What follows belongs to an exercise in optimizing a design on an open flow for a short achievable clock period and few clock cycles; a production flow would make more cautious choices. Function was checked by simulation only, so behaviour that the tests miss may differ from the original. No activity file was given, so power comes from the tool's default toggle rates.

<file path="design/flow/design.v">
module anc_decoder (
    input  wire        clk,
    input  wire        rst,
    input  wire        in_valid,
    output wire        in_ready,
    input  wire [31:0] in_data,
    input  wire        in_last,
    output reg         out_valid,
    output reg  [2:0]  out_kind,
    output reg  [31:0] out_data,
    output reg  [2:0]  out_nbytes,
    output reg  [3:0]  out_bad
);
    localparam [2:0] K_PHDR = 3'd1,
                     K_MHDR = 3'd2,
                     K_MID  = 3'd3,
                     K_UDW  = 3'd4,
                     K_MEND = 3'd5,
                     K_PEND = 3'd6;
    localparam integer ROWS  = 5;
    localparam integer DEPTH = 4 * ROWS;
    localparam integer THR   = DEPTH - 3 * 4;
    localparam integer EW = 42;
    integer i, j, m;
    reg         rst_r;
    always @(posedge clk)
        rst_r <= rst;
    function [1:0] parity_pair;
        input [7:0] x;
        begin
            parity_pair = {^x, ~^x};
        end
    endfunction
    reg         in_ready_r;
    reg  [31:0] a_d;
    reg         a_l;
    reg         a_v;
    assign in_ready = in_ready_r;
    always @(posedge clk) begin
        a_d <= in_data;
        a_l <= in_last;
        a_v <= in_valid && in_ready_r;
    end
    reg  [4:0]  st;
    wire        st_ph = st[0];
    wire        st_m0 = st[1];
    wire        st_m1 = st[2];
    wire        st_mw = st[3];
    wire        st_dn = st[4];
    reg  [4:0]  ph;           
    reg  [5:0]  rem_hi;
    reg  [1:0]  rem_lo;
    reg         csd;          
    reg  [7:0]  msg_left;
    reg  [31:0] b_prev;
    wire        n4       = ph[0];                       
    wire        hi0      = (rem_hi == 6'd0);
    wire        hi1      = (rem_hi == 6'd1);
    wire        rem_lt_n = hi0 && (n4 || rem_lo != 2'd3);
    wire        rem_le_n = rem_lt_n || (n4 ? (hi1 && rem_lo == 2'd0)
                                           : (hi0 && rem_lo == 2'd3));
    wire        cs_here  = st_mw && !csd && rem_lt_n;
    wire        pad_nxt  = cs_here && n4 && (rem_lo == 2'd3);
    wire        last_w   = st_mw && (csd || (cs_here && !pad_nxt));
    wire        msg_one  = (msg_left == 8'd1);
    wire        cnt0     = (a_d[31:24] == 8'd0);
    wire        pay_end  = (st_ph && cnt0) || (last_w && msg_one);
    wire        in_udw   = st_mw && !csd;
    wire [3:0]  b_mask;
    assign b_mask[0] = in_udw && !(hi0 && rem_lo == 2'd0);
    assign b_mask[1] = in_udw && !(hi0 && rem_lo[1] == 1'b0);
    assign b_mask[2] = in_udw && !(hi0 && rem_lo != 2'd3);
    assign b_mask[3] = in_udw && !hi0 && n4;
    wire [3:0]  b_csoh;
    assign b_csoh[0] = cs_here && (rem_lo == 2'd0);
    assign b_csoh[1] = cs_here && (rem_lo == 2'd1);
    assign b_csoh[2] = cs_here && (rem_lo == 2'd2);
    assign b_csoh[3] = cs_here && (rem_lo == 2'd3);
    wire        hi_dec  = n4 || (rem_lo != 2'd3);
    reg  [5:0]  hi_m1;
    always @(*)
        for (i = 0; i < 6; i = i + 1)
            hi_m1[i] = rem_hi[i] ^ ~|(rem_hi & ((6'd1 << i) - 6'd1));
    reg  [7:0]  ml_m1;
    always @(*)
        for (i = 0; i < 8; i = i + 1)
            ml_m1[i] = msg_left[i] ^ ~|(msg_left & ((8'd1 << i) - 8'd1));
    wire [63:0] win = {b_prev, a_d};
    reg  [9:0]  b_f [0:3];
    always @(*) begin
        for (j = 0; j < 4; j = j + 1) begin
            b_f[j] = ({10{ph[0]}} & win[63 - 24 - 10 * j -: 10])
                   | ({10{ph[1]}} & win[63 - 32 - 10 * (j % 3) -: 10])
                   | ({10{ph[2]}} & win[63 - 30 - 10 * (j % 3) -: 10])
                   | ({10{ph[3]}} & win[63 - 28 - 10 * (j % 3) -: 10])
                   | ({10{ph[4]}} & win[63 - 26 - 10 * (j % 3) -: 10]);
        end
    end
    reg         c_v;
    reg  [4:0]  c_k;          
    reg  [31:0] c_cur;
    reg  [9:0]  c_f [0:3];
    reg  [3:0]  c_mask, c_csoh;
    reg         c_mend, c_pend, c_trunc, c_trail, c_flush;
    always @(posedge clk) begin
        if (rst_r) begin
            st  <= 5'b00001;
            csd <= 1'b0;
            c_v <= 1'b0;
        end else begin
            c_v <= a_v;
            if (a_v) begin
                b_prev <= a_d;
                if (st_ph)
                    msg_left <= a_d[31:24];
                if (last_w)
                    msg_left <= ml_m1;
                if (st_m1) begin
                    rem_hi <= a_d[9:4];
                    rem_lo <= a_d[3:2];
                    csd    <= 1'b0;
                    ph     <= 5'b00100;
                end
                if (st_mw) begin
                    if (hi_dec)
                        rem_hi <= hi_m1;
                    if (!n4)
                        rem_lo <= rem_lo + 2'd1;
                    ph <= {ph[3:0], ph[4]};
                    if (pad_nxt)
                        csd <= 1'b1;
                end
                if (a_l)
                    st <= 5'b00001;
                else if (st_ph)
                    st <= cnt0 ? 5'b10000 : 5'b00010;
                else if (st_m0)
                    st <= 5'b00100;
                else if (st_m1)
                    st <= 5'b01000;
                else if (st_mw && last_w)
                    st <= msg_one ? 5'b10000 : 5'b00010;
            end
        end
        c_k     <= st;
        c_cur   <= a_d;
        for (j = 0; j < 4; j = j + 1)
            c_f[j] <= b_f[j];
        c_mask  <= b_mask;
        c_csoh  <= b_csoh;
        c_mend  <= last_w;
        c_pend  <= a_l;
        c_trunc <= !pay_end && !st_dn;
        c_trail <= st_dn;
        c_flush <= (in_udw && rem_le_n) || a_l;
    end
    reg  [14:0] wc;           
    wire        c_payw  = c_k[1] | c_k[2] | c_k[3];
    reg  [14:0] wc_p1;
    always @(*)
        for (i = 0; i < 15; i = i + 1)
            wc_p1[i] = wc[i] ^ &(wc | ~((15'd1 << i) - 15'd1));
    wire [14:0] wc_new  = c_k[0] ? 15'd1 : (c_payw ? wc_p1 : wc);
    wire [1:0]  c_ppdc  = parity_pair(c_cur[9:2]);
    reg  [3:0]  lo_oh;
    wire [4:0]  nc_oh = {c_mask[3], c_mask[2] & ~c_mask[3], c_mask[1] & ~c_mask[2],
                         c_mask[0] & ~c_mask[1], ~c_mask[0]};
    reg  [7:0]  tot_oh;
    always @(*) begin
        tot_oh = 8'd0;
        for (i = 0; i < 4; i = i + 1)
            for (j = 0; j < 5; j = j + 1)
                if (lo_oh[i] && nc_oh[j])
                    tot_oh[i + j] = 1'b1;
    end
    wire        ge4   = |tot_oh[7:4];
    wire        u1    = ge4 || (c_flush && !tot_oh[0]);
    wire        u2    = c_flush && |tot_oh[7:5];
    wire [2:0]  u1n   = ge4 ? 3'd4 : {1'b0, tot_oh[3] | tot_oh[2], tot_oh[3] | tot_oh[1]};
    wire [1:0]  u2n   = {tot_oh[7] | tot_oh[6], tot_oh[7] | tot_oh[5]};
    wire [3:0]  lo_nx = c_flush ? 4'b0001 : (tot_oh[3:0] | tot_oh[7:4]);
    wire        isA   = c_k[0] | c_k[1] | c_k[2];
    wire [3:0]  c_ev  = {c_pend, c_mend, u2, isA || u1};
    wire [4:0] c_noh;
    assign c_noh[0] = !c_v || (c_ev == 4'd0);
    assign c_noh[4] = c_v && (&c_ev);
    assign c_noh[1] = c_v && (c_ev == 4'b0001 || c_ev == 4'b0010 ||
                              c_ev == 4'b0100 || c_ev == 4'b1000);
    assign c_noh[3] = c_v && (c_ev == 4'b1110 || c_ev == 4'b1101 ||
                              c_ev == 4'b1011 || c_ev == 4'b0111);
    assign c_noh[2] = !(c_noh[0] | c_noh[1] | c_noh[3] | c_noh[4]);
    reg         d_v;
    reg  [3:0]  d_ev;
    reg         d_isA, d_m1;
    reg  [3:0]  d_lo_oh;
    reg         d_ge4;
    reg  [2:0]  d_u1n;
    reg  [1:0]  d_u2n;
    reg  [7:0]  d_b   [0:3];
    reg  [3:0]  d_bad;
    reg  [8:0]  d_term [0:3];
    reg  [9:0]  d_cs;
    reg         d_cshere;
    reg  [16:0] d_pdata;      
    reg  [2:0]  d_akind;
    reg  [31:0] d_adata;
    reg  [8:0]  d_did, d_sdid, d_dcw;
    always @(posedge clk) begin
        if (rst_r) begin
            d_v   <= 1'b0;
            lo_oh <= 4'b0001;
        end else begin
            d_v <= c_v;
            if (c_v)
                lo_oh <= lo_nx;
        end
        if (c_v)
            wc <= wc_new;
        d_ev    <= (c_v && !rst_r) ? c_ev : 4'd0;
        d_isA   <= isA;
        d_m1    <= c_k[2];
        d_lo_oh <= lo_oh;
        d_ge4   <= ge4;
        d_u1n   <= u1n;
        d_u2n   <= u2n;
        for (j = 0; j < 4; j = j + 1) begin
            d_b[j]    <= c_f[j][7:0];
            d_bad[j]  <= c_mask[j] && (c_f[j][9:8] != parity_pair(c_f[j][7:0]));
            d_term[j] <= c_mask[j] ? {~^c_f[j][7:0], c_f[j][7:0]} : 9'd0;
        end
        d_cs     <= ({10{c_csoh[0]}} & c_f[0]) | ({10{c_csoh[1]}} & c_f[1])
                  | ({10{c_csoh[2]}} & c_f[2]) | ({10{c_csoh[3]}} & c_f[3]);
        d_cshere <= |c_csoh;
        d_pdata  <= c_trunc ? 17'd1 : {wc_new, c_trail, 1'b0};
        d_akind  <= c_k[0] ? K_PHDR : (c_k[1] ? K_MHDR : K_MID);
        d_adata  <= c_k[2] ? {1'b0, (c_cur[11:10] != c_ppdc), c_cur[31:2]}
                           : c_cur;
        d_did    <= c_cur[30:22];
        d_sdid   <= c_cur[20:12];
        d_dcw    <= {c_ppdc[0], c_cur[9:2]};
    end
    reg  [8:0]  lb [0:2];     
    wire [8:0]  nb [0:3];
    assign nb[0] = {d_bad[0], d_b[0]};
    assign nb[1] = {d_bad[1], d_b[1]};
    assign nb[2] = {d_bad[2], d_b[2]};
    assign nb[3] = {d_bad[3], d_b[3]};
    reg  [8:0]  q [0:6];
    always @(*) begin
        for (m = 0; m < 7; m = m + 1) begin
            q[m] = 9'd0;
            if (d_lo_oh[0] && m < 4) q[m] = q[m] | nb[m];
            if (d_lo_oh[1]) q[m] = q[m] | ((m < 1) ? lb[m] : ((m < 5) ? nb[m - 1] : 9'd0));
            if (d_lo_oh[2]) q[m] = q[m] | ((m < 2) ? lb[m] : ((m < 6) ? nb[m - 2] : 9'd0));
            if (d_lo_oh[3]) q[m] = q[m] | ((m < 3) ? lb[m] : nb[m - 3]);
        end
    end
    wire [EW-1:0] ev_u1 = {K_UDW, q[0][7:0], q[1][7:0], q[2][7:0], q[3][7:0],
                           d_u1n, q[0][8], q[1][8], q[2][8], q[3][8]};
    wire [28:0]   ev_u2 = {q[4][7:0], q[5][7:0], q[6][7:0],
                           d_u2n, q[4][8], q[5][8], q[6][8]};
    wire [EW-1:0] ev_a  = {d_akind, d_adata, 3'd0, 4'd0};
    wire [8:0]  p01  = d_term[0] + d_term[1];
    wire [8:0]  p23  = d_term[2] + d_term[3];
    wire [2:0]  badc = {2'b0, d_bad[0]} + {2'b0, d_bad[1]}
                     + {2'b0, d_bad[2]} + {2'b0, d_bad[3]};
    wire [8:0]  init = d_did + d_sdid + d_dcw;
    reg         e_v;
    reg         e_m1;
    reg  [8:0]  e_init, e_p01, e_p23;
    reg  [2:0]  e_badc;
    reg  [9:0]  e_cs;
    reg         e_cshere;
    reg  [3:0]  e_ev;
    reg  [EW-1:0] e_e0;
    reg  [28:0] e_u2;
    reg  [16:0] e_pdata;
    always @(posedge clk) begin
        if (rst_r)
            e_v <= 1'b0;
        else
            e_v <= d_v;
        if (d_v) begin
            if (d_ge4) begin
                lb[0] <= q[4];
                lb[1] <= q[5];
                lb[2] <= q[6];
            end else begin
                lb[0] <= q[0];
                lb[1] <= q[1];
                lb[2] <= q[2];
            end
        end
        e_m1     <= d_m1;
        e_init   <= init;
        e_p01    <= p01;
        e_p23    <= p23;
        e_badc   <= badc;
        e_cs     <= d_cs;
        e_cshere <= d_cshere;
        e_ev     <= rst_r ? 4'd0 : d_ev;
        e_e0     <= d_isA ? ev_a : ev_u1;
        e_u2     <= ev_u2;
        e_pdata  <= d_pdata;
    end
    reg  [8:0]  sum_a, sum_b;
    reg  [7:0]  bad_cnt;
    reg  [9:0]  cs;
    reg  [3:0]  f_ev;
    reg  [EW-1:0] f_e0;
    reg  [28:0] f_u2;
    reg  [16:0] f_pdata;
    always @(posedge clk) begin
        if (e_v) begin
            if (e_m1) begin
                sum_a   <= e_init;
                sum_b   <= 9'd0;
                bad_cnt <= 8'd0;
            end else begin
                sum_a   <= sum_a + e_p01;
                sum_b   <= sum_b + e_p23;
                bad_cnt <= bad_cnt + {5'd0, e_badc};
            end
            if (e_cshere)
                cs <= e_cs;
        end
        f_ev    <= rst_r ? 4'd0 : e_ev;
        f_e0    <= e_e0;
        f_u2    <= e_u2;
        f_pdata <= e_pdata;
    end
    wire [8:0]  sum    = sum_a + sum_b;
    wire [9:0]  cs_exp = {~sum[8], sum};
    reg  [3:0]  h_ev;
    reg  [EW-1:0] h_e0;
    reg  [28:0] h_u2;
    reg  [18:0] h_mend;       
    reg  [16:0] h_pdata;
    always @(posedge clk) begin
        h_ev    <= rst_r ? 4'd0 : f_ev;
        h_e0    <= f_e0;
        h_u2    <= f_u2;
        h_mend  <= {bad_cnt, (cs != cs_exp), cs};
        h_pdata <= f_pdata;
    end
    wire [EW-1:0] fe [0:3];
    assign fe[0] = h_e0;
    assign fe[1] = {K_UDW, h_u2[28:5], 8'd0, 1'b0, h_u2[4:3], h_u2[2:0], 1'b0};
    assign fe[2] = {K_MEND, 13'd0, h_mend, 7'd0};
    assign fe[3] = {K_PEND, 7'd0, h_pdata[16:2], 2'b00, 6'd0, h_pdata[1:0], 7'd0};
    reg  [3:0]      wbank;         
    reg  [ROWS-1:0] wrow;          
    reg  [3:0]      rbank;
    reg  [ROWS-1:0] rrow [0:3];    
    reg  [EW-1:0]   fifo [0:3][0:ROWS-1];
    reg  [DEPTH-1:0] cnt_t;        
    reg  [DEPTH-1:0] res_t;        
    wire            pop = cnt_t[0];
    function [3:0] rot4;
        input [3:0] b;
        input [3:0] by_oh;
        begin
            rot4 = ({4{by_oh[0]}} & b)
                 | ({4{by_oh[1]}} & {b[2:0], b[3]})
                 | ({4{by_oh[2]}} & {b[1:0], b[3:2]})
                 | ({4{by_oh[3]}} & {b[0], b[3:1]});
        end
    endfunction
    reg  [3:0]      h_sel [0:3];
    reg  [ROWS-1:0] h_en  [0:3];
    wire [3:0] wbank_nx;           
    wire [ROWS-1:0] wrow_nx;
    wire [3:0] fpos [0:3];         
    assign fpos[0] = 4'b0001;
    assign fpos[1] = f_ev[0] ? 4'b0010 : 4'b0001;
    assign fpos[2] = (f_ev[0] & f_ev[1]) ? 4'b0100 :
                     (f_ev[0] | f_ev[1]) ? 4'b0010 : 4'b0001;
    assign fpos[3] = (f_ev[0] & f_ev[1] & f_ev[2]) ? 4'b1000 :
                     ((f_ev[0] & f_ev[1]) | (f_ev[0] & f_ev[2]) | (f_ev[1] & f_ev[2])) ? 4'b0100 :
                     (f_ev[0] | f_ev[1] | f_ev[2]) ? 4'b0010 : 4'b0001;
    wire [3:0]      fwrap  = {1'b0, wbank_nx[3], wbank_nx[3] | wbank_nx[2],
                              wbank_nx[3] | wbank_nx[2] | wbank_nx[1]};
    wire [ROWS-1:0] frow_n = {wrow_nx[ROWS-2:0], wrow_nx[ROWS-1]};
    reg  [3:0]    fsel [0:3];
    reg  [3:0]    ftb;
    always @(*) begin
        for (m = 0; m < 4; m = m + 1)
            fsel[m] = 4'd0;
        for (i = 0; i < 4; i = i + 1) begin
            ftb = rot4(wbank_nx, fpos[i]);
            for (m = 0; m < 4; m = m + 1)
                fsel[m][i] = f_ev[i] & ftb[m];
        end
    end
    always @(posedge clk) begin
        for (m = 0; m < 4; m = m + 1) begin
            h_sel[m] <= fsel[m];
            if (rst_r || fsel[m] == 4'd0)
                h_en[m] <= {ROWS{1'b0}};
            else
                h_en[m] <= fwrap[m] ? frow_n : wrow_nx;
        end
    end
    reg  [EW-1:0] bd [0:3];        
    always @(*) begin
        for (m = 0; m < 4; m = m + 1) begin
            bd[m] = {EW{1'b0}};
            for (i = 0; i < 4; i = i + 1)
                bd[m] = bd[m] | ({EW{h_sel[m][i]}} & fe[i]);
        end
    end
    always @(posedge clk) begin
        for (m = 0; m < 4; m = m + 1)
            for (i = 0; i < ROWS; i = i + 1)
                if (h_en[m][i])
                    fifo[m][i] <= bd[m];
    end
    wire [4:0] h_noh;
    assign h_noh[0] = (h_ev == 4'd0);
    assign h_noh[4] = &h_ev;
    assign h_noh[1] = (h_ev == 4'b0001 || h_ev == 4'b0010 ||
                       h_ev == 4'b0100 || h_ev == 4'b1000);
    assign h_noh[3] = (h_ev == 4'b1110 || h_ev == 4'b1101 ||
                       h_ev == 4'b1011 || h_ev == 4'b0111);
    assign h_noh[2] = !(h_noh[0] | h_noh[1] | h_noh[3] | h_noh[4]);
    wire       wrow_adv = h_noh[4]
                        | (h_noh[3] & (wbank[1] | wbank[2] | wbank[3]))
                        | (h_noh[2] & (wbank[2] | wbank[3]))
                        | (h_noh[1] & wbank[3]);
    assign wbank_nx = rot4(wbank, h_noh[3:0]) | ({4{h_noh[4]}} & wbank);
    assign wrow_nx  = wrow_adv ? {wrow[ROWS-2:0], wrow[ROWS-1]} : wrow;
    function [DEPTH-1:0] therm_shift;
        input [DEPTH-1:0] t;
        input [4:0]       add_oh;
        input             dec;
        reg   [DEPTH+4:0] w;
        integer           k;
        begin
            w = {5'b0, t};
            therm_shift = {DEPTH{1'b0}};
            for (k = 0; k < 5; k = k + 1)
                if (add_oh[k])
                    therm_shift = therm_shift
                        | (dec ? (((w << k) | ((1 << k) - 1)) >> 1)
                               : ((w << k) | ((1 << k) - 1)));
        end
    endfunction
    wire [DEPTH-1:0] res_nx = therm_shift(res_t, c_noh, pop);
    always @(posedge clk) begin
        if (rst_r) begin
            wbank <= 4'b0001;
            wrow  <= {{(ROWS-1){1'b0}}, 1'b1};
            rbank <= 4'b0001;
            for (m = 0; m < 4; m = m + 1)
                rrow[m] <= {{(ROWS-1){1'b0}}, 1'b1};
            cnt_t <= {DEPTH{1'b0}};
            res_t <= {DEPTH{1'b0}};
        end else begin
            wbank <= wbank_nx;
            wrow  <= wrow_nx;
            if (pop) begin
                rbank <= {rbank[2:0], rbank[3]};
                for (m = 0; m < 4; m = m + 1)
                    if (rbank[m])
                        rrow[m] <= {rrow[m][ROWS-2:0], rrow[m][ROWS-1]};
            end
            cnt_t <= therm_shift(cnt_t, h_noh, pop);
            res_t <= res_nx;
        end
        in_ready_r <= !rst && (rst_r || !res_nx[THR]);
    end
    reg [EW-1:0] bank_out [0:3];
    reg [EW-1:0] head;
    always @(*) begin
        head = {EW{1'b0}};
        for (m = 0; m < 4; m = m + 1) begin
            bank_out[m] = {EW{1'b0}};
            for (i = 0; i < ROWS; i = i + 1)
                bank_out[m] = bank_out[m] | ({EW{rrow[m][i]}} & fifo[m][i]);
            head = head | ({EW{rbank[m]}} & bank_out[m]);
        end
    end
    always @(posedge clk) begin
        out_valid  <= !rst && !rst_r && pop;
        out_kind   <= head[41:39];
        out_data   <= head[38:7];
        out_nbytes <= head[6:4];
        out_bad    <= head[3:0];
    end
endmodule
</file>
<file path="design/flow/flow/run.sh">
#!/bin/bash
set -euo pipefail
bash standard.sh SETUP_SLACK_MARGIN=5.6 finish > flow_make.log 2>&1
</file>
<file path="design/flow/standard.sh">
#!/bin/bash
# synth_recipe.tcl (not shown) runs the flow's synth.tcl, then flattens the netlist and writes it again
# the make line also repeats each setting of config.mk as NAME=value (left out here)
make -C /OpenROAD-flow-scripts/flow DESIGN_CONFIG=/design/flow/config.mk WORK_HOME=/design/flow/orfs CLKGATE_MAP_FILE= SYNTH_SCRIPT=/design/flow/synth_recipe.tcl "${@:-finish}"
</file>
<file path="design/flow/config.mk">
export PLATFORM = sky130hd
export DESIGN_NAME = anc_decoder
export DESIGN_NICKNAME = anc_decoder
export VERILOG_FILES = /design/flow/design.v
export SDC_FILE = /design/flow/constraint.sdc
export NUM_CORES = 4
export LEC_CHECK = 0
export ABC_CLOCK_PERIOD_IN_PS = 2500
export CAP_MARGIN = 20
export CORE_MARGIN = 2
export CORE_UTILIZATION = 50
export SLEW_MARGIN = 20
export TNS_END_PERCENT = 100
</file>
<file path="design/flow/constraint.sdc">
create_clock -name core_clock -period 8.0 [get_ports {clk}]
set_input_delay 1.6000 -clock core_clock [delete_from_list [all_inputs] [get_ports {clk}]]
set_output_delay 1.6000 -clock core_clock [all_outputs]
set_load 0.01 [all_outputs]
</file>
==> results of run 1 <==
-- through the flow --
step	power (mW)	hold slack, ns	cells
3_5_place_dp	10.1	0.312	6040
3_3_place_gp	10.1	0.310	6040
2_1_floorplan	9.93	0.310	4572
5_1_grt	18.6	0.321	6428
4_1_cts	18.2	0.317	6398
6_report	18.1	0.317	6431
-- cells by family after synthesis --
| group | Yosys count | share of synthesized area |
|---|---|---|
| flip-flops | 1750 | 0.704 |
| XOR/XNOR | 105 | 0.0147 |
| AO/OA/AOI/OAI | 1208 | 0.151 |
| multiplexers | 127 | 0.0221 |
| AND/OR/NAND/NOR | 862 | 0.0619 |
| adder cells (fa/ha/maj) | 87 | 0.0191 |
| buffers and inverters | 433 | 0.0271 |
-- power by group --
group,switching (mW),internal [mW]
combinational,0.134,0.125
sequential,0.125,9.50
clock,3.43,4.79
-- cell type report --
type | instances | share of cell area
diodes | 3 | 0.000104
inverters | 128 | 0.00676
flip-flops and latches | 1750 | 0.618
multi-input cells | 2390 | 0.243
clock buffers | 258 | 0.0713
clock inverters | 69 | 0.00961
repair buffers | 183 | 0.0226
well taps | 1650 | 0.0285
-- layout by cell type, fill, tap and decap left out, drive strengths merged, types with 35 or more instances in the layout --
cell	n
a21oi	111
a22oi	446
ha	70
nor2b	38
a22o	96
mux2	99
clkbuf	260
nor2	149
buf	146
a222oi	264
dfxtp	803
o21ai	76
inv	139
and2	71
clkinv	45
nand3	46
xnor2	74
nand2	446
a21o	45
edfxtp	947
clkdlybuf4s50	35
-- metal layers --
layer  up-vias  routed length, um
li1      17732                  -
met1     20197              72900
met2      2307              87200
met3       400              19000
met4         0               6430
met5         -                  0
-- final timing paths --
path	end	cells after the start
setup / recovery	out_bad[1]	1
hold / removal	h_pdata[10]	0
setup reg to reg	h_en[2][4]	10
hold reg to reg	h_pdata[10]	0
-- timing repair --
item	CTS	global route
pin swaps	29	29
gates cloned	2	2
endpoints found under the setup margin	147	104
gates resized for setup	288	100
setup buffers	29	27
-- registers in the layout (all words and copies together), names as in the netlist, 27 cells and up --
| signal | flops |
|---|---|
| out_data | 32 |
| c_f | 40 |
| d_term | 36 |
| e_u2 | 29 |
| c_cur | 32 |
| e_e0 | 42 |
| a_d | 32 |
| h_e0 | 42 |
| f_u2 | 29 |
| f_e0 | 42 |
| h_u2 | 29 |
| fifo | 840 |
| d_b | 32 |
| d_adata | 32 |
| lb | 27 |
-- cell usage after synthesis, types with 31 or more instances --
library cell | instances | share of area
clkbuf_1 | 256 | 0.015
a22oi_1 | 446 | 0.053
a31oi_1 | 34 | 0.0034
nor2b_1 | 38 | 0.0038
o21ai_0 | 71 | 0.0056
xnor2_1 | 73 | 0.010
a21o_1 | 45 | 0.0053
a22o_1 | 96 | 0.013
a21oi_1 | 108 | 0.0085
ha_1 | 70 | 0.014
inv_1 | 125 | 0.0074
nand3_1 | 46 | 0.0036
a222oi_1 | 264 | 0.042
mux2_2 | 98 | 0.017
xor2_1 | 31 | 0.0043
dfxtp_1 | 803 | 0.25
and2_1 | 69 | 0.0068
nand2_1 | 445 | 0.026
edfxtp_1 | 947 | 0.45
nor2_1 | 147 | 0.0087
==> impl_metrics.json, run 1 <==
{
  "cts_made_buffers": 173,
  "fin_area_sq_um": 72400,
  "crit_arrival_ns": 1.22,
  "met3_usage": 0.0565,
  "num_vias": 40636,
  "relSlewSlack": 0.256,
  "finalClockSkew_ns": 0.0265,
  "routabilityCongestion": 0.832,
  "grt_max_degree": 69,
  "cts_tree": "built",
  "ys_seq_area_frac": 0.704,
  "yosysWarnings": 14,
  "core_area_sq_um": 126000,
  "setup_viol": 0,
  "postPlaceCellArea_sq_um": 65300,
  "routedWlPerCell_um": 28.8,
  "crit_path_start": "out_bad[1]",
  "std_cell_rows": 130,
  "r2r_start": "h_ev[0]",
  "cts-hold-fix-buffers": 0,
  "vias_per_cell": 6.32,
  "hold_viol_final": 0,
  "n_fill_cell": 9960,
  "drt_iter0_markers": 6136,
  "dr.pass1.iters": 11,
  "dpl_worst_slack_ns": 4.18,
  "finalCritPeriodShare": 0.353,
  "cp_cell_sequence": "buf_2",
  "synth_area_sq_um": 63200,
  "required_ns": 6.40,
  "fin_util": 0.576,
  "tightest_slew_ns": 1.12,
  "cp_max_fo": 1,
  "path_delay_family": "flip-flops",
  "power_density_nw_per_um2": 250,
  "critPathSlowestCell": "dfxtp_1",
  "multi_input_area_sq_um": 17600,
  "period_needed_ns": 2.82,
  "clkTransAtPathRegs_ns": 0.06,
  "report.final.slew_viol_count": 0,
  "syn_avg_cell_area_sq_um": 13.8,
  "startpoint_type": "flop",
  "grt_pass1_vias": 38921,
  "area_growth_pct": 14.5,
  "drt_wl_total_mm": 185,
  "synth_cells": 4572,
  "die_x_um": 360,
  "htreeDepth": 4,
  "synth_seq_cells": 1750,
  "drc_errors": 0,
  "grt_use_total": 0.280,
  "die_h_um": 360,
  "max_stage_delay_ns": 0.31,
  "clock_latency_ns": 0.79,
  "leakagePower_nw": 26.3,
  "io_buffers": 79,
  "synthFlopType": "edfxtp_1",
  "dieArea_sq_um": 129000,
  "r2r_slack_ns": 5.35,
  "critPathBufInv": 1,
  "ioPinCount": 80,
  "grt_setup_unrepaired": "yes",
  "start_util": 0.504,
  "grtUsageMet1": 0.379,
  "hpwlAfterDp_mm": 104,
  "cts_sinks": 1750,
  "min_from": "f_pdata[10]",
  "synth_enable_flop_cells": 947,
  "fin_ws_ns": 5.18,
  "ant_nets": 0,
  "seqCellArea_sq_um": 44700,
  "maxCapViolCount": 0,
  "syn_nets": 4694,
  "grt.overflow.total": 0,
  "grt_pass1_wl_mm": 266,
  "async_reset_ff_frac": 0,
  "max_freq_mhz": 355,
  "yosysUniqueCellTypes": 97,
  "fin_setup_tns_ns": 0,
  "top_usage_layer": "met2",
  "worst_setup_path_end_kind": "output port",
  "crit_type": "reg -> out",
  "clockBufferDepth": 3,
  "antenna_found_initial": 9,
  "nNetsFinal": 4748,
  "hp-class": "reg -> reg",
  "cts_root_buf": "clkbuf_16",
  "irDropWorstVdd_v": 0.000236,
  "final_layout_size_suffix_gt1_frac": 0.153,
  "met2_usage": 0.452,
  "status": "timing/DRC/antenna clean"
}
Testbench counts, summed over its fixed seeds: cycles 19,953.
==> run 2: changes to the inputs <==
==> design/flow/run.sh (new file) <==
#!/bin/bash
# synth_recipe.tcl (not shown) runs the flow's synth.tcl, then flattens the netlist and writes it again
# the make line also repeats each setting of config.mk as NAME=value (left out here)
make -C /OpenROAD-flow-scripts/flow DESIGN_CONFIG=/design/flow/config.mk WORK_HOME=/design/flow/orfs CLKGATE_MAP_FILE= SYNTH_SCRIPT=/design/flow/synth_recipe.tcl finish
--- a/design/flow/config.mk
+++ b/design/flow/config.mk
@@ -9,5 +9,6 @@
 export CAP_MARGIN = 20
 export CORE_MARGIN = 2
 export CORE_UTILIZATION = 50
+export SETUP_SLACK_MARGIN = 5
 export SLEW_MARGIN = 20
 export TNS_END_PERCENT = 100
removed: design/flow/flow/run.sh
removed: design/flow/standard.sh
==> run 2 against run 1 <==
Still clean on timing, DRC and antenna. Count of clock-buffer cells in the layout is the same. Clock skew is essentially flat. Maximum frequency fell by 4.4%. Cell count down 0.87%. Sequential share of layout area increased by 0.88 points. Routed wire length fell by 1.3%. Synthesized cell count did not move. Flip-flop and latch count did not move. Register-to-register slack lost 0.21 ns. First-iteration DRC count down 3.0%. Area after synthesis stayed put. Core utilization down 0.87 points.
==> impl_metrics.json, run 2 <==
{
  "regToRegEndpoint": "res_t[3]",
  "n_fill_cell": 10082,
  "num_vias": 40247,
  "cts_sinks": 1750,
  "cts-hold-fix-buffers": 0,
  "syn_nets": 4694,
  "pwr-share-clk": 0.454,
  "netlist.top_cell.by_area": "edfxtp_1",
  "clockBufferDepth": 3,
  "critPathSlowestCell": "dfxtp_1",
  "report.final.slew_viol_count": 0,
  "ys_seq_area_frac": 0.704,
  "max_freq_mhz": 339,
  "synth_seq_cells": 1750,
  "grt_pass1_wl_mm": 264,
  "grt.overflow.total": 0,
  "startpoint_type": "flop",
  "maxCapViolCount": 0,
  "clock_latency_ns": 0.79,
  "r2r_slack_ns": 5.14,
  "dr.pass1.iters": 13,
  "dieArea_sq_um": 129000,
  "critPathBufInv": 1,
  "power.switching_mw": 3.68,
  "combPwrFrac": 0.014,
  "routabilityCongestion": 0.832,
  "hold_viol_final": 0,
  "final_cell_mix": "edfxtp_1 (947), dfxtp_1 (740), nand2_1 (445), a22oi_1 (445), a222oi_1 (264)",
  "leakagePower_nw": 25.9,
  "yosys-top-cells-area": "edfxtp_1 (45%), dfxtp_1 (25%), a22oi_1 (5.3%)",
  "crit_type": "reg -> out",
  "whs_path_depth": 0,
  "vias_per_cell": 6.31,
  "synth_top_area_frac": 0.450,
  "finalClockSkew_ns": 0.0270,
  "finalCritPeriodShare": 0.369,
  "yosysMostFrequentCell": "edfxtp_1",
  "cts_made_buffers": 173,
  "final_layout_size_suffix_gt1_frac": 0.114,
  "largest_reg_flops": 840,
  "seq_power_share": 0.532,
  "path_delay_family": "flip-flops",
  "cp_max_fo": 1,
  "drt_iter0_markers": 5952,
  "required_ns": 6.40,
  "relSlewSlack": 0.271,
  "start_util": 0.504,
  "die_h_um": 360,
  "routedWlPerCell_um": 28.7,
  "synthTopCellsByCount": "edfxtp_1 (947), dfxtp_1 (803), a22oi_1 (446)",
  "grt_max_degree": 69,
  "clkTransAtPathRegs_ns": 0.06,
  "htreeDepth": 4,
  "grt_use_total": 0.278,
  "yosysWarnings": 14,
  "setup_viol": 0,
  "synthFlopType": "edfxtp_1",
  "whs_ns": 0.313,
  "tightest_slew_ns": 1.09,
  "swShare": 0.204,
  "min_from": "f_pdata[10]",
  "cts_tree": "built",
  "yosysUniqueCellTypes": 97,
  "synth_area_sq_um": 63200,
  "power_density_nw_per_um2": 254,
  "r2r_start": "cnt_t[0]",
  "worst_setup_path_end_kind": "output port",
  "hold_end": "h_pdata[10]",
  "reg2reg_depth": 6,
  "nNetsFinal": 4694,
  "hp-class": "reg -> reg",
  "layout.cells.most_common": "edfxtp_1",
  "grt_pass1_vias": 38534,
  "cts_root_buf": "clkbuf_16",
  "synth_enable_flop_cells": 947,
  "antenna_found_initial": 9,
  "crit_arrival_ns": 1.35,
  "drt_wl_total_mm": 183,
  "period_needed_ns": 2.95,
  "max_stage_delay_ns": 0.29,
  "io_buffers": 79,
  "grt_setup_unrepaired": "no",
  "ant_nets": 0,
  "ioPinCount": 80,
  "drc_errors": 0,
  "die_x_um": 360,
  "async_reset_ff_frac": 0,
  "internal_power_mw": 14.4,
  "irDropWorstVdd_v": 0.000235,
  "area_growth_pct": 12.7,
  "core_area_sq_um": 126000,
  "syn_avg_cell_area_sq_um": 13.8,
  "cp_cell_sequence": "dlygate4sd2_1",
  "hpwlAfterDp_mm": 104,
  "regMostFlops": "fifo",
  "fin_setup_tns_ns": 0,
  "std_cell_rows": 130,
  "status": "timing/DRC/antenna clean",
  "synth_cells": 4572
}
[run 2: cell types whose count changed in the layout (fill, tap and decap cells not counted), moves of 7 or more]
| cell | change |
|---|---|
| buf_6 | -36 |
| buf_4 | -30 |
| dfxtp_1 | +30 |
| buf_2 | -25 |
| clkdlybuf4s15_1 | +25 |
| dfxtp_2 | -24 |
| dlygate4sd2_1 | +12 |
| a2111oi_4 | -8 |
| o21ai_0 | +8 |
| mux2i_1 | +7 |
| o21ai_1 | -7 |
[run 2: final cells by class]
class / instances / area [sq um] / share of cell area
clock inverters: 69 / 696 / 0.00976
multi-input cells: 2389 / 17100 / 0.239
clock buffers: 258 / 5160 / 0.0724
flip-flops and latches: 1750 / 44700 / 0.627
inverters: 128 / 484 / 0.00679
repair buffers: 130 / 1160 / 0.0162
well taps: 1650 / 2060 / 0.0290
diodes: 1 / 2.50 / 0.0000351
[run 2: kinds of logic after synthesis]
kind of cell | synth area share
DFF | 0.704
AOI/OAI and AO/OA | 0.151
and+or+nand+nor | 0.0619
muxes | 0.0221
xor gates and xnor gates | 0.0147
buffers and inverters | 0.0271
adders and majority gates | 0.0191
[run 2: power by group through the flow]
| stage | Clock (mW) | Sequential [mW] | Combinational, mW |
|---|---|---|---|
| after detailed placement | 0 | 9.81 | 0.248 |
| after global routing | 8.69 | 9.63 | 0.275 |
| after global placement | 0 | 9.81 | 0.247 |
| after CTS | 8.33 | 9.62 | 0.249 |
| final | 8.22 | 9.62 | 0.249 |
| after floorplan | 0 | 9.76 | 0.176 |
[run 2: worst max path at each step]
stage,depth (start not counted),to,start
floorplan,9,h_en[1][0],h_ev[3]
global placement,7,h_en[1][0],h_ev[3]
detailed placement,7,h_en[1][2],h_ev[3]
CTS,1,out_nbytes[0],out_nbytes[0]
global route,1,out_data[18],out_data[18]
finish,1,out_data[5],out_data[5]
[run 2: through the flow]
stage          power, mW  cell area, sq um  utilization  worst slack (ns)  std cells
4_1_cts             18.2             71200        0.567              5.00       6372
5_1_grt             18.6             71300        0.568              5.00       6374
3_5_place_dp        10.1             65300        0.520              4.18       6040
2_1_floorplan       9.93             63200            -              5.60       4572
3_3_place_gp        10.1             65300        0.520              4.19       6040
6_report            18.1             71300        0.568              5.05       6375
[run 2: routing by layer]
layer | global-route usage | wire length, um | vias up
li1 | - | - | 17607
met1 | 0.377 | 72700 | 19941
met2 | 0.448 | 85600 | 2301
met3 | 0.0562 | 18400 | 398
met4 | 0.0964 | 6350 | 0
met5 | 0 | 0 | -
[run 2: timing repair]
item	CTS	global route
pin swaps	1	4
resized for setup	74	26
buffers inserted	5	1
setup endpoints to repair	76	69
==> run 3: changes to the inputs <==
==> design/flow/flow/run.sh (new file) <==
#!/bin/bash
set -euo pipefail
bash standard.sh SETUP_SLACK_MARGIN=5.6 finish > flow_make.log 2>&1
==> design/flow/standard.sh (new file) <==
#!/bin/bash
# synth_recipe.tcl (not shown) runs the flow's synth.tcl, then flattens the netlist and writes it again
# the make line also repeats each setting of config.mk as NAME=value (left out here)
make -C /OpenROAD-flow-scripts/flow DESIGN_CONFIG=/design/flow/config.mk WORK_HOME=/design/flow/orfs CLKGATE_MAP_FILE= SYNTH_SCRIPT=/design/flow/synth_recipe.tcl "${@:-finish}"
--- a/design/flow/config.mk
+++ b/design/flow/config.mk
@@ -8,7 +8,6 @@
 export ABC_CLOCK_PERIOD_IN_PS = 2500
 export CAP_MARGIN = 20
 export CORE_MARGIN = 2
-export CORE_UTILIZATION = 50
-export SETUP_SLACK_MARGIN = 5
+export CORE_UTILIZATION = 65
 export SLEW_MARGIN = 20
 export TNS_END_PERCENT = 100
removed: design/flow/run.sh
==> run 3 against run 2 <==
Sequential share of layout area is 0.71 points lower. Largest power group unchanged. Largest cell class unchanged. First-iteration DRC count rose by 13%. Critical endpoint is now out_bad[3]. Clock power decreased by 4.3%.
==> impl_metrics.json, run 3 <==
{
  "status": "timing/DRC/antenna clean",
  "dpl_worst_slack_ns": 4.21,
  "fin_util": 0.747,
  "std_cell_rows": 114,
  "critPathBufInv": 1,
  "finalClockSkew_ns": 0.0268,
  "regMostFlops": "fifo",
  "synth_seq_cells": 1750,
  "clock_latency_ns": 0.79,
  "cts-hold-fix-buffers": 0,
  "ant_nets": 0,
  "top_signal_layer_used": "met5",
  "yosysMostFrequentCell": "edfxtp_1",
  "crit_arrival_ns": 1.22,
  "syn_avg_cell_area_sq_um": 13.8,
  "dieArea_sq_um": 99800,
  "fin_area_sq_um": 72100,
  "fin_ws_ns": 5.18,
  "final_cells": 6091,
  "max_freq_mhz": 354,
  "startpoint_type": "flop",
  "yosys-top-cells-area": "edfxtp_1 (45%), dfxtp_1 (25%), a22oi_1 (5.3%)",
  "irDropWorstVdd_v": 0.000226,
  "drt_wl_total_mm": 183,
  "start_util": 0.655,
  "grt_pass1_wl_mm": 262,
  "routedWlPerCell_um": 30.0,
  "synthFlopType": "edfxtp_1",
  "async_reset_ff_frac": 0,
  "report.final.slew_viol_count": 0,
  "drt_iter0_markers": 6750,
  "vias_per_cell": 6.83,
  "period_needed_ns": 2.82,
  "grt_use_total": 0.361,
  "hold_viol_final": 0,
  "grt_max_degree": 100,
  "crit_path_start": "out_bad[3]",
  "die_x_um": 316,
  "clkTransAtPathRegs_ns": 0.06,
  "leakagePower_nw": 26.4,
  "syn_nets": 4694,
  "antenna_found_initial": 17,
  "required_ns": 6.40,
  "fin_setup_tns_ns": 0,
  "yosysWarnings": 14,
  "maxCapViolCount": 0,
  "synth_cells": 4572,
  "num_vias": 41622,
  "dp.cells": 5686,
  "drc_errors": 0,
  "layout.cells.most_common": "edfxtp_1",
  "crit_type": "reg -> out",
  "wl_met3_mm": 22.2,
  "die_h_um": 316,
  "io_buffers": 79,
  "power_density_nw_per_um2": 246,
  "cp_max_fo": 1,
  "postPlaceCellArea_sq_um": 65000,
  "max_stage_delay_ns": 0.34,
  "synth_area_sq_um": 63200,
  "worst_setup_path_end_kind": "output port",
  "cts_made_buffers": 165,
  "grt.overflow.total": 0,
  "regToRegEndpoint": "h_en[0][1]",
  "crit_end": "out_bad[3]",
  "fin_total_pwr_mw": 17.8,
  "nNetsFinal": 4788,
  "final_cell_mix": "edfxtp_1 (947), dfxtp_1 (713), a22oi_1 (445)",
  "tightest_slew_ns": 1.13,
  "hp-class": "reg -> reg",
  "hpwlAfterDp_mm": 102,
  "ys_seq_area_frac": 0.704,
  "cts_root_buf": "clkbuf_16",
  "synth_enable_flop_cells": 947,
  "netlist.top_cell.by_area": "edfxtp_1",
  "ioPinCount": 80,
  "relSlewSlack": 0.245,
  "grt_pass1_vias": 39962,
  "core_area_sq_um": 96600,
  "r2r_start": "h_ev[1]",
  "met1Wirelength_mm": 67.1,
  "synth_top_area_frac": 0.450,
  "cp_cell_sequence": "buf_6",
  "clockBufferDepth": 3,
  "cts_tree": "built",
  "area_growth_pct": 14.1,
  "n_fill_cell": 6083,
  "critPathSlowestCell": "dfxtp_2",
  "r2r_slack_ns": 5.33,
  "finalCritPeriodShare": 0.353,
  "whs_ns": 0.313,
  "final_layout_size_suffix_gt1_frac": 0.161,
  "htreeDepth": 4,
  "worst-path-stages": 1,
  "dr.pass1.iters": 10,
  "yosysUniqueCellTypes": 97,
  "wl_met2_mm": 85.3,
  "setup_viol": 0,
  "largest_reg_flops": 840,
  "cts_sinks": 1750,
  "synthTopCellsByCount": "edfxtp_1 (947), dfxtp_1 (803), a22oi_1 (446)",
  "reg2reg_depth": 11,
  "routabilityCongestion": 0.873,
  "grt_setup_unrepaired": "yes",
  "path_delay_family": "flip-flops"
}
==> run 3: changes by cell type in the layout (fill, tap and decap cells not counted), moves of 7 or more <==
cell	previous run	this run
buf_4	49	116
buf_6	0	48
dfxtp_2	32	65
dfxtp_1	740	713
clkdlybuf4s15_1	25	0
buf_2	0	23
a21oi_1	108	95
clkbuf_16	186	174
dlygate4sd2_1	12	0
a2111oi_4	1	10
clkinv_2	32	23
a21oi_2	2	10
clkbuf_2	7	0
mux2i_1	27	20
==> run 3: how the worst min path moves through the flow <==
stage / endpoint / startpoint / slack, ns / cells after the start
final: h_pdata[12] / f_pdata[12] / 0.31 / 0
after global placement: h_pdata[0] / f_pdata[0] / 0.31 / 0
after floorplan: e_cs[0] / d_cs[0] / 0.31 / 0
after CTS: h_pdata[12] / f_pdata[12] / 0.32 / 0
after global routing: f_pdata[1] / e_pdata[1] / 0.32 / 0
after detailed placement: e_pdata[3] / d_pdata[3] / 0.31 / 0
==> run 3: what timing repair did <==
item,CTS,global route
endpoints found under the setup margin,142,108
buffers inserted,60,26
pin swaps,39,40
gates cloned,2,0
gates resized for setup,321,100
==> run 3: cell type report <==
class,count,area (sq um),share of cell area
antenna,6,15.0,0.000208
tap,1276,1600,0.0221
timing repair buffer,230,2020,0.0280
sequential,1750,44700,0.619
clock buffer,246,4900,0.0680
clock inverter,64,666,0.00923
multi-input combinational,2391,17800,0.246
inverter,128,485,0.00673
==> run 3: cell families after synthesis <==
group                    count (synthesis)  synth area share
AO/OA/AOI/OAI                         1208             0.151
AND/OR/NAND/NOR                        862            0.0619
buffers and inverters                  433            0.0271
multiplexers                           127            0.0221
XOR/XNOR                               105            0.0147
adder cells (fa/ha/maj)                 87            0.0191
flip-flops                            1750             0.704
==> run 3: per-layer routing <==
metal	vias to the layer above	GRT usage
met5	-	0
met4	12	0.153
met3	591	0.0799
met2	2902	0.575
met1	20325	0.484
li1	17792	-
==> run 3: power by group <==
group / switching (mW) / internal [mW] / total [mW]
Combinational: 0.148 / 0.130 / 0.278
Clock: 3.36 / 4.51 / 7.87
Sequential: 0.116 / 9.50 / 9.61
Total: 3.62 / 14.1 / 17.8
==> run 4: changes to the inputs <==
--- a/design/flow/config.mk
+++ b/design/flow/config.mk
@@ -8,6 +8,8 @@
 export ABC_CLOCK_PERIOD_IN_PS = 2500
 export CAP_MARGIN = 20
 export CORE_MARGIN = 2
-export CORE_UTILIZATION = 65
+export CORE_UTILIZATION = 55
+export CTS_CLUSTER_DIAMETER = 60
+export CTS_CLUSTER_SIZE = 20
 export SLEW_MARGIN = 20
 export TNS_END_PERCENT = 100
==> run 4 against run 3 <==
Combinational power is 4% lower. Global-route usage decreased by 5.1 points. Synthesized cell count unchanged. Clock power is 18% lower. Sequential share of layout area increased by 1.2 points. Largest power group unchanged. Highest routed layer unchanged.
==> impl_metrics.json, run 4 <==
{
  "cts_tree": "built",
  "required_ns": 6.40,
  "routabilityCongestion": 0.842,
  "synthTopCellsByCount": "edfxtp_1 (947), dfxtp_1 (803), a22oi_1 (446)",
  "grt.overflow.total": 0,
  "critPathBufInv": 1,
  "grt_max_degree": 72,
  "crit_path_start": "out_kind[1]",
  "tightest_slew_ns": 1.08,
  "synth_top_area_frac": 0.450,
  "yosys-top-cells-area": "edfxtp_1 (45%), dfxtp_1 (25%), a22oi_1 (5.3%)",
  "finalClockSkew_ns": 0.0284,
  "hpwlAfterDp_mm": 104,
  "antenna_found_initial": 10,
  "grt_setup_unrepaired": "yes",
  "std_cell_rows": 124,
  "leakagePower_nw": 25.6,
  "syn_nets": 4694,
  "max_stage_delay_ns": 0.32,
  "core_area_sq_um": 114000,
  "vias_per_cell": 6.52,
  "hp-class": "reg -> reg",
  "final_cell_mix": "edfxtp_1 (947), dfxtp_1 (718), a22oi_1 (445)",
  "largest_reg_flops": 840,
  "regMostFlops": "fifo",
  "cp_cell_sequence": "buf_2",
  "yosysMostFrequentCell": "edfxtp_1",
  "syn_avg_cell_area_sq_um": 13.8,
  "io_buffers": 79,
  "die_h_um": 343,
  "routedWlPerCell_um": 29.8,
  "cts_sinks": 1750,
  "regToRegEndpoint": "h_en[2][1]",
  "synth_seq_cells": 1750,
  "status": "timing/DRC/antenna clean",
  "final_layout_size_suffix_gt1_frac": 0.147,
  "grt_pass1_wl_mm": 265,
  "hold_end": "f_pdata[2]",
  "reg2reg_depth": 10,
  "maxCapViolCount": 0,
  "crit_type": "reg -> out",
  "cp_max_fo": 1,
  "worst_setup_path_end_kind": "output port",
  "synth_enable_flop_cells": 947,
  "cts_made_buffers": 121,
  "layout.cells.most_common": "edfxtp_1",
  "startpoint_type": "flop",
  "clockBufferDepth": 3,
  "synth_area_sq_um": 63200,
  "drc_errors": 0,
  "report.final.slew_viol_count": 0,
  "start_util": 0.554,
  "ant_nets": 0,
  "r2r_start": "h_ev[2]",
  "clkTransAtPathRegs_ns": 0.08,
  "whs_path_depth": 0,
  "netlist.top_cell.by_area": "edfxtp_1",
  "yosysWarnings": 14,
  "whs_ns": 0.326,
  "n_fill_cell": 8776,
  "ys_seq_area_frac": 0.704,
  "dieArea_sq_um": 118000,
  "async_reset_ff_frac": 0,
  "synthFlopType": "edfxtp_1",
  "drt_iter0_markers": 6092,
  "min_from": "e_pdata[2]",
  "drt_wl_total_mm": 185,
  "dr.pass1.iters": 9,
  "path_delay_family": "flip-flops",
  "synth_cells": 4572,
  "relSlewSlack": 0.280,
  "critPathSlowestCell": "dfxtp_1",
  "fin_total_pwr_mw": 16.3,
  "die_x_um": 343,
  "irDropWorstVdd_v": 0.000199,
  "power_density_nw_per_um2": 231,
  "ioPinCount": 80,
  "crit_arrival_ns": 1.18,
  "max_freq_mhz": 360,
  "setup_viol": 0,
  "grt_pass1_vias": 38470,
  "cts_root_buf": "clkbuf_16",
  "yosysUniqueCellTypes": 97,
  "nNetsFinal": 4721,
  "clock_latency_ns": 0.74,
  "num_vias": 40547,
  "r2r_slack_ns": 5.41,
  "hold_viol_final": 0,
  "grt_use_total": 0.310,
  "fin_setup_tns_ns": 0,
  "fin_util": 0.620,
  "multi_input_area_sq_um": 17700,
  "finalCritPeriodShare": 0.347,
  "period_needed_ns": 2.78,
  "area_growth_pct": 11.9,
  "htreeDepth": 3,
  "seqCellArea_sq_um": 44700
}
-- run 4: worst max path at each step --
stage	end	slack, ns	depth (start not counted)
6_report	out_kind[1]	5.22	1
5_1_grt	out_data[6]	5.19	1
4_1_cts	out_bad[3]	5.18	1
3_5_place_dp	h_en[1][0]	4.20	7
3_3_place_gp	h_en[1][2]	4.26	7
2_1_floorplan	h_en[1][0]	5.60	9
-- run 4: logic make-up after synthesis --
family / after synthesis / synth area share
flip-flops: 1750 / 0.704
AO/OA/AOI/OAI: 1208 / 0.151
AND/OR/NAND/NOR: 862 / 0.0619
buffers and inverters: 433 / 0.0271
multiplexers: 127 / 0.0221
XOR/XNOR: 105 / 0.0147
adder cells (fa/ha/maj): 87 / 0.0191
-- run 4: timing repair --
action / CTS / global route
pin swaps: 41 / 38
resized for setup: 317 / 98
setup buffers: 49 / 17
gates cloned: 4 / 0
setup endpoints to repair: 134 / 112
hold buffers: 0 / 0
-- run 4: stage by stage --
step / cells / area [sq um] / setup slack, ns
after floorplan: 4572 / 63200 / 5.60
after global placement: 5917 / 65300 / 4.26
after detailed placement: 5918 / 65300 / 4.20
after CTS: 6198 / 70200 / 5.18
after global routing: 6215 / 70800 / 5.19
final: 6217 / 70800 / 5.22
-- run 4: layer usage --
layer | track usage | part of all wire | vias up
li1 | - | - | 17647
met1 | 0.434 | 0.40 | 20129
met2 | 0.506 | 0.47 | 2404
met3 | 0.0451 | 0.098 | 365
met4 | 0.0921 | 0.029 | 2
met5 | 0 | 0.000059 | -
-- run 4: final cells by class --
class,count,area share
Timing Repair Buffer,207,0.0260
Antenna cell,2,0.0000707
Sequential cell,1750,0.631
Tap cell,1512,0.0267
Clock inverter,72,0.00949
Multi-Input combinational cell,2391,0.251
Clock buffer,155,0.0491
Inverter,128,0.00681
-- run 4: report_power, final --
group | total [mW] | internal [mW] | switching [mW]
Combinational | 0.268 | 0.127 | 0.141
Sequential | 9.60 | 9.48 | 0.117
Clock | 6.46 | 3.23 | 3.23
Total | 16.3 | 12.8 | 3.49
==> run 5: changes to the inputs <==
--- a/design/flow/design.v
+++ b/design/flow/design.v
@@ -17,7 +17,7 @@
                      K_UDW  = 3'd4,
                      K_MEND = 3'd5,
                      K_PEND = 3'd6;
-    localparam integer ROWS  = 5;
+    localparam integer ROWS  = 6;
     localparam integer DEPTH = 4 * ROWS;
     localparam integer THR   = DEPTH - 3 * 4;
     localparam integer EW = 42;
--- a/design/flow/config.mk
+++ b/design/flow/config.mk
@@ -8,7 +8,7 @@
 export ABC_CLOCK_PERIOD_IN_PS = 2500
 export CAP_MARGIN = 20
 export CORE_MARGIN = 2
-export CORE_UTILIZATION = 55
+export CORE_UTILIZATION = 65
 export CTS_CLUSTER_DIAMETER = 60
 export CTS_CLUSTER_SIZE = 20
 export SLEW_MARGIN = 20
==> run 5 against run 4 <==
Still clean. Count of clock-buffer cells in the layout is 27 higher. Clock power rose by 6.8%. Routed wire length grew 6.3%. Critical path depth unchanged.
==> impl_metrics.json, run 5 <==
{
  "status": "timing/DRC/antenna clean",
  "die_x_um": 332,
  "fin_util": 0.723,
  "dr.pass1.iters": 14,
  "startpoint_type": "flop",
  "clockBufferDepth": 3,
  "syn_avg_cell_area_sq_um": 14.1,
  "cp_max_fo": 1,
  "final_layout_size_suffix_gt1_frac": 0.136,
  "irDropWorstVdd_v": 0.000197,
  "hp-class": "reg -> reg",
  "tightest_slew_ns": 1.16,
  "max_freq_mhz": 358,
  "required_ns": 6.40,
  "hpwlAfterDp_mm": 114,
  "crit_arrival_ns": 1.19,
  "yosysWarnings": 14,
  "grt_setup_unrepaired": "yes",
  "synth_enable_flop_cells": 1115,
  "min_from": "e_e0[7]",
  "cts_made_buffers": 132,
  "htreeDepth": 4,
  "synth_seq_cells": 1935,
  "ioPinCount": 80,
  "ant_nets": 0,
  "fin_setup_tns_ns": 0,
  "maxCapViolCount": 0,
  "io_buffers": 79,
  "grt_pass1_vias": 42330,
  "ys_seq_area_frac": 0.714,
  "area_growth_pct": 10.6,
  "die_h_um": 332,
  "synth_compound_area_frac": 0.148,
  "synth-xor-area-share": 0.0133,
  "path_delay_family": "flip-flops",
  "std_cell_rows": 120,
  "clkTransAtPathRegs_ns": 0.08,
  "num_vias": 44217,
  "start_util": 0.654,
  "synthSimpleGateAreaFrac": 0.0586,
  "nNetsFinal": 5100,
  "drt_iter0_markers": 6382,
  "synth_area_sq_um": 69900,
  "dieArea_sq_um": 110000,
  "setup_viol": 0,
  "drc_errors": 0,
  "largest_reg_flops": 1008,
  "crit_path_start": "out_data[29]",
  "cp_cell_sequence": "buf_2",
  "yosysUniqueCellTypes": 85,
  "drt_wl_total_mm": 197,
  "async_reset_ff_frac": 0,
  "synth_top_family_by_area": "compound AO/OA/AOI/OAI gates",
  "grt_pass1_wl_mm": 283,
  "crit_type": "reg -> out",
  "routabilityCongestion": 0.872,
  "yosys-top-cells-area": "edfxtp_1 (48%), dfxtp_1 (23%), a22oi_1 (8.6%)",
  "relSlewSlack": 0.224,
  "clock_latency_ns": 0.75,
  "finalClockSkew_ns": 0.0213,
  "synth_cells": 4962,
  "synthFlopType": "edfxtp_1",
  "vias_per_cell": 6.81,
  "critPathSlowestCell": "dfxtp_1",
  "grt_max_degree": 73,
  "cts_sinks": 1935,
  "hold_viol_final": 0,
  "syn_nets": 5084,
  "grt_use_total": 0.351,
  "cts_root_buf": "clkbuf_16",
  "power_density_nw_per_um2": 231,
  "routedWlPerCell_um": 30.3,
  "grt.overflow.total": 0,
  "netlist.top_cell.by_area": "edfxtp_1",
  "regMostFlops": "fifo",
  "report.final.slew_viol_count": 0,
  "r2r_start": "h_ev[1]",
  "antenna_found_initial": 6,
  "cts_tree": "built",
  "final_cell_mix": "edfxtp_1 (1,115), a22oi_1 (802), dfxtp_1 (729)",
  "synth_mux_area_frac": 0.0226,
  "leakagePower_nw": 27.7,
  "synth_fa_ha_area_frac": 0.0173,
  "n_fill_cell": 6950,
  "finalCritPeriodShare": 0.349,
  "layout.cells.most_common": "edfxtp_1",
  "cts-hold-fix-buffers": 0,
  "max_stage_delay_ns": 0.31,
  "core_area_sq_um": 107000,
  "synth_top_area_frac": 0.479,
  "yosysMostFrequentCell": "edfxtp_1",
  "synthTopCellsByCount": "edfxtp_1 (1,115), dfxtp_1 (820), a22oi_1 (803)",
  "critPathBufInv": 1,
  "period_needed_ns": 2.79,
  "worst_setup_path_end_kind": "output port"
}
[run 5: cell count changes after synthesis, moves of 9 or more]
cell      previous run  this run
dfxtp_1            803       820
a31oi_1             34        24
a21oi_1            108       129
mux2i_1             27        36
mux2_2              98       108
edfxtp_1           947      1115
nand2_1            445       249
a222oi_1           264       109
nand3_1             46       216
nor3_1              28        42
a22oi_1            446       803
clkbuf_1           256       295
[run 5: cells by family after synthesis]
| group | after synthesis |
|---|---|
| flip-flops | 1935 |
| AO/OA/AOI/OAI | 1382 |
| AND/OR/NAND/NOR | 848 |
| buffers and inverters | 463 |
| multiplexers | 144 |
| XOR/XNOR | 103 |
| adder cells (fa/ha/maj) | 87 |
[run 5: what timing repair did]
action	4_1_cts	5_1_grt
setup buffers	51	17
endpoints found under the setup margin	154	125
gates resized for setup	256	119
pin swaps	22	37
gates cloned	3	0
[run 5: layer usage]
layer	global-route usage	share of wire	vias up
met5	0	0.00020	-
met4	0.149	0.046	6
met3	0.0760	0.11	510
met2	0.563	0.47	2759
met1	0.468	0.37	21822
li1	-	-	19120
[run 5: layout make-up]
type	count	area (sq um)	area share
antenna	5	12.5	0.000162
clock buffer	182	3890	0.0503
clock inverter	57	468	0.00606
inverter	131	503	0.00651
multi-input combinational	2566	18700	0.242
sequential	1935	50100	0.648
tap	1403	1760	0.0227
timing repair buffer	212	1870	0.0242
[run 5: per-stage QoR]
stage	instance area (sq um)	setup WS [ns]	hold slack [ns]	total power [mW]	cells
after floorplan	69900	5.68	0.310	11.0	4962
after global placement	71700	4.35	0.310	11.1	6175
after detailed placement	71700	4.26	0.312	11.1	6175
after CTS	76600	5.15	0.327	17.9	6468
after global routing	77300	5.17	0.329	18.3	6486
final	77300	5.21	0.322	17.8	6491
[run 5: path summary, 6_finish.rpt]
path | to | slack [ns] | cells after the start
setup / recovery | out_data[29] | 5.21 | 1
hold / removal | f_e0[7] | 0.32 | 0
setup reg to reg | h_en[2][5] | 5.45 | 11
hold reg to reg | f_e0[7] | 0.32 | 0
[run 5: power by group]
group / internal, mW / switching, mW
logic: 0.129 / 0.151
registers: 10.5 / 0.120
clock network: 3.54 / 3.36
total: 14.2 / 3.63
Testbench counts of run 5, summed over its fixed seeds: cycles 19,926.
==> run 6: changes to the inputs <==
--- a/design/flow/config.mk
+++ b/design/flow/config.mk
@@ -8,7 +8,7 @@
 export ABC_CLOCK_PERIOD_IN_PS = 2500
 export CAP_MARGIN = 20
 export CORE_MARGIN = 2
-export CORE_UTILIZATION = 65
+export CORE_UTILIZATION = 55
 export CTS_CLUSTER_DIAMETER = 60
 export CTS_CLUSTER_SIZE = 20
 export SLEW_MARGIN = 20
==> run 6 against run 5 <==
Cell count grew 4.0%. Routed wire length rose by 5.2%. Critical endpoint unchanged. Count of clock-buffer cells in the layout is 3 higher. Combinational power shrank 2%. Sequential power about the same. Via count about the same. Still clean. Clock skew up 0.0030 ns. Die area grew 18%. Largest power group unchanged.
==> impl_metrics.json, run 6 <==
{
  "routabilityCongestion": 0.833,
  "hold_viol_final": 0,
  "nNetsFinal": 5103,
  "fin_setup_tns_ns": 0,
  "vias_per_cell": 6.56,
  "synth_compound_area_frac": 0.148,
  "synthFlopType": "edfxtp_1",
  "grt.overflow.total": 0,
  "syn_avg_cell_area_sq_um": 14.1,
  "yosysUniqueCellTypes": 85,
  "cts-hold-fix-buffers": 0,
  "synthSimpleGateAreaFrac": 0.0586,
  "synth_enable_flop_cells": 1115,
  "r2r_start": "h_ev[1]",
  "num_vias": 44250,
  "relSlewSlack": 0.216,
  "htreeDepth": 4,
  "path_delay_family": "flip-flops",
  "routedWlPerCell_um": 30.7,
  "die_x_um": 360,
  "r2r_slack_ns": 5.50,
  "crit_arrival_ns": 1.22,
  "maxCapViolCount": 0,
  "finalClockSkew_ns": 0.0243,
  "grt_setup_unrepaired": "yes",
  "ys_seq_area_frac": 0.714,
  "critPathSlowestCell": "dfxtp_2",
  "synth_seq_cells": 1935,
  "hold_end": "h_u2[17]",
  "required_ns": 6.40,
  "cp_max_fo": 1,
  "status": "timing/DRC/antenna clean",
  "cts_made_buffers": 138,
  "layout.cells.most_common": "edfxtp_1",
  "regToRegEndpoint": "h_en[0][2]",
  "synth-xor-area-share": 0.0133,
  "cp_cell_sequence": "buf_2",
  "fin_ws_ns": 5.18,
  "drc_errors": 0,
  "report.final.slew_viol_count": 0,
  "synthTopCellsByCount": "edfxtp_1 (1,115), dfxtp_1 (820), a22oi_1 (803)",
  "final_cell_mix": "edfxtp_1 (1,115), a22oi_1 (803), dfxtp_1 (727)",
  "drt_wl_total_mm": 207,
  "die_h_um": 360,
  "synth_fa_ha_area_frac": 0.0173,
  "final_layout_size_suffix_gt1_frac": 0.138,
  "synth_top_area_frac": 0.479,
  "ioPinCount": 80,
  "synth_area_sq_um": 69900,
  "start_util": 0.555,
  "cts_root_buf": "clkbuf_16",
  "hp-class": "reg -> reg",
  "startpoint_type": "flop",
  "dpl_worst_slack_ns": 4.23,
  "clockBufferDepth": 3,
  "async_reset_ff_frac": 0,
  "regMostFlops": "fifo",
  "netlist.top_cell.by_area": "edfxtp_1",
  "area_growth_pct": 11.5,
  "std_cell_rows": 130,
  "fin_total_pwr_mw": 18.3,
  "synth_mux_area_frac": 0.0226,
  "core_area_sq_um": 126000,
  "cts_sinks": 1935,
  "min_from": "f_u2[17]",
  "dieArea_sq_um": 130000,
  "whs_path_depth": 0,
  "clkTransAtPathRegs_ns": 0.08,
  "setup_viol": 0,
  "tightest_slew_ns": 1.18,
  "yosysMostFrequentCell": "edfxtp_1",
  "synth_cells": 4962,
  "max_freq_mhz": 354,
  "power_density_nw_per_um2": 234,
  "grt_pass1_vias": 41979,
  "clock_latency_ns": 0.79,
  "hpwlAfterDp_mm": 119,
  "max_stage_delay_ns": 0.31,
  "crit_type": "reg -> out",
  "reg2reg_depth": 9,
  "synth_top_family_by_area": "compound AO/OA/AOI/OAI gates",
  "largest_reg_flops": 1008,
  "grt_pass1_wl_mm": 296,
  "worst_setup_path_end_kind": "output port",
  "critPathBufInv": 1,
  "leakagePower_nw": 27.8,
  "drt_iter0_markers": 5934,
  "yosys-top-cells-area": "edfxtp_1 (48%), dfxtp_1 (23%), a22oi_1 (8.6%)",
  "cts_tree": "built",
  "irDropWorstVdd_v": 0.000228,
  "grt_use_total": 0.314,
  "finalCritPeriodShare": 0.353,
  "antenna_found_initial": 6,
  "io_buffers": 79,
  "syn_nets": 5084,
  "dr.pass1.iters": 11,
  "period_needed_ns": 2.82,
  "grt_max_degree": 93,
  "ant_nets": 0,
  "yosysWarnings": 14
}
[run 6: changes by cell type in the layout (fill, tap and decap cells not counted), sizes merged]
cell	previous run	this run
buf	177	173
bufinv	2	6
clkbuf	182	186
clkinv	33	25
clkinvlp	8	9
diode	5	1
inv	145	163
[run 6: per-stage QoR]
| step | hold WS (ns) | utilization | area [sq um] | instances |
|---|---|---|---|---|
| 2_1_floorplan | 0.310 | - | 69900 | 4962 |
| 3_3_place_gp | 0.310 | 0.573 | 72100 | 6425 |
| 3_5_place_dp | 0.312 | 0.573 | 72100 | 6425 |
| 4_1_cts | 0.314 | 0.614 | 77300 | 6732 |
| 5_1_grt | 0.318 | 0.619 | 77900 | 6748 |
| 6_report | 0.315 | 0.619 | 77900 | 6749 |
[run 6: worst max path at each step]
stage            startpoint  cells after the start           end  slack (ns)
3_3_place_gp        h_ev[0]                      7    h_en[3][0]        4.29
3_5_place_dp        h_ev[0]                      7    h_en[3][0]        4.23
2_1_floorplan       h_ev[1]                      9    h_en[2][0]        5.68
6_report       out_data[29]                      1  out_data[29]        5.18
5_1_grt         out_data[0]                      1   out_data[0]        5.13
4_1_cts        out_data[19]                      1  out_data[19]        5.12
[run 6: report_power, final]
part	internal [mW]	switching (mW)	total, mW
Combinational	0.127	0.148	0.275
Sequential	10.5	0.122	10.6
Clock	3.81	3.55	7.35
[run 6: repair_timing]
item,in CTS,in global routing
cloned,4,0
gates resized for setup,248,115
endpoints found under the setup margin,141,112
pin swaps,12,39
buffers inserted,46,16
[run 6: cells by family after synthesis]
logic type,count (synthesis)
compound gates,1382
simple gates,848
fa+ha+maj,87
flops,1935
mux,144
xor+xnor,103
buf+inv,463
[run 6: metal layers]
| metal | up-vias | wire [um] | global-route usage | share of wire |
|---|---|---|---|---|
| li1 | 19157 | - | - | - |
| met1 | 22253 | 81400 | 0.427 | 0.39 |
| met2 | 2463 | 98900 | 0.511 | 0.48 |
| met3 | 373 | 19700 | 0.0568 | 0.095 |
| met4 | 4 | 7230 | 0.108 | 0.035 |
| met5 | - | 22 | 0 | 0.00011 |
[run 6: layout make-up]
type,instances,area (sq um)
flip-flops and latches,1935,50100
multi-input cells,2566,18700
inverters,131,495
repair buffers,209,1810
diodes,1,2.50
clock buffers,185,3980
clock inverters,72,759
well taps,1650,2060
fillers,9604,48000
[run 6: worst register-to-register path, cell delays in order (launching register included)]
cell	delay, ns
dfxtp_4	0.37
buf_12	0.15
or4b_4	0.56
a41oi_4	0.27
a221oi_4	0.06
buf_6	0.17
buf_6	0.12
o32a_1	0.38
a31o_4	0.28
nor2_2	0.08

-- separate check: timing with driven ports --
How much do the figures lean on ideal ports? The routed layouts below were timed once more, with nothing changed but the port constraints.
Step 1: set_driving_cell puts a clkbuf_16 on clk and a buf_2 on each other input, an assumption about the parent block.
Step 2 times the ports against the registers' clock, not the clock port: input delays grow and output delays shrink by t, the midpoint of the rising clock arrivals with the driver on.
Slacks: ideal / step 1 / step 2; pairs: ideal / step 1.
| run | shift t [ns] | slack for setup (ns) | worst hold slack (ns) | worst register clock-pin slew, ns |
|---|---|---|---|---|
| run 1 | 0.849 | 5.179 / 5.106 / 5.351 | 0.317 / 0.317 / 0.317 | 0.07 / 0.07 |
| run 2 | 0.846 | 5.050 / 4.980 / 5.140 | 0.313 / 0.313 / 0.313 | 0.07 / 0.07 |
| run 3 | 0.853 | 5.175 / 5.101 / 5.326 | 0.313 / 0.313 / 0.313 | 0.07 / 0.07 |
| run 4 | 0.805 | 5.222 / 5.143 / 5.409 | 0.326 / 0.326 / 0.326 | 0.08 / 0.08 |
| run 5 | 0.815 | 5.208 / 5.137 / 5.448 | 0.322 / 0.322 / 0.322 | 0.08 / 0.08 |
| run 6 | 0.853 | 5.175 / 5.096 / 5.504 | 0.315 / 0.315 / 0.315 | 0.08 / 0.08 |
After both steps setup and hold are still met in every run listed.
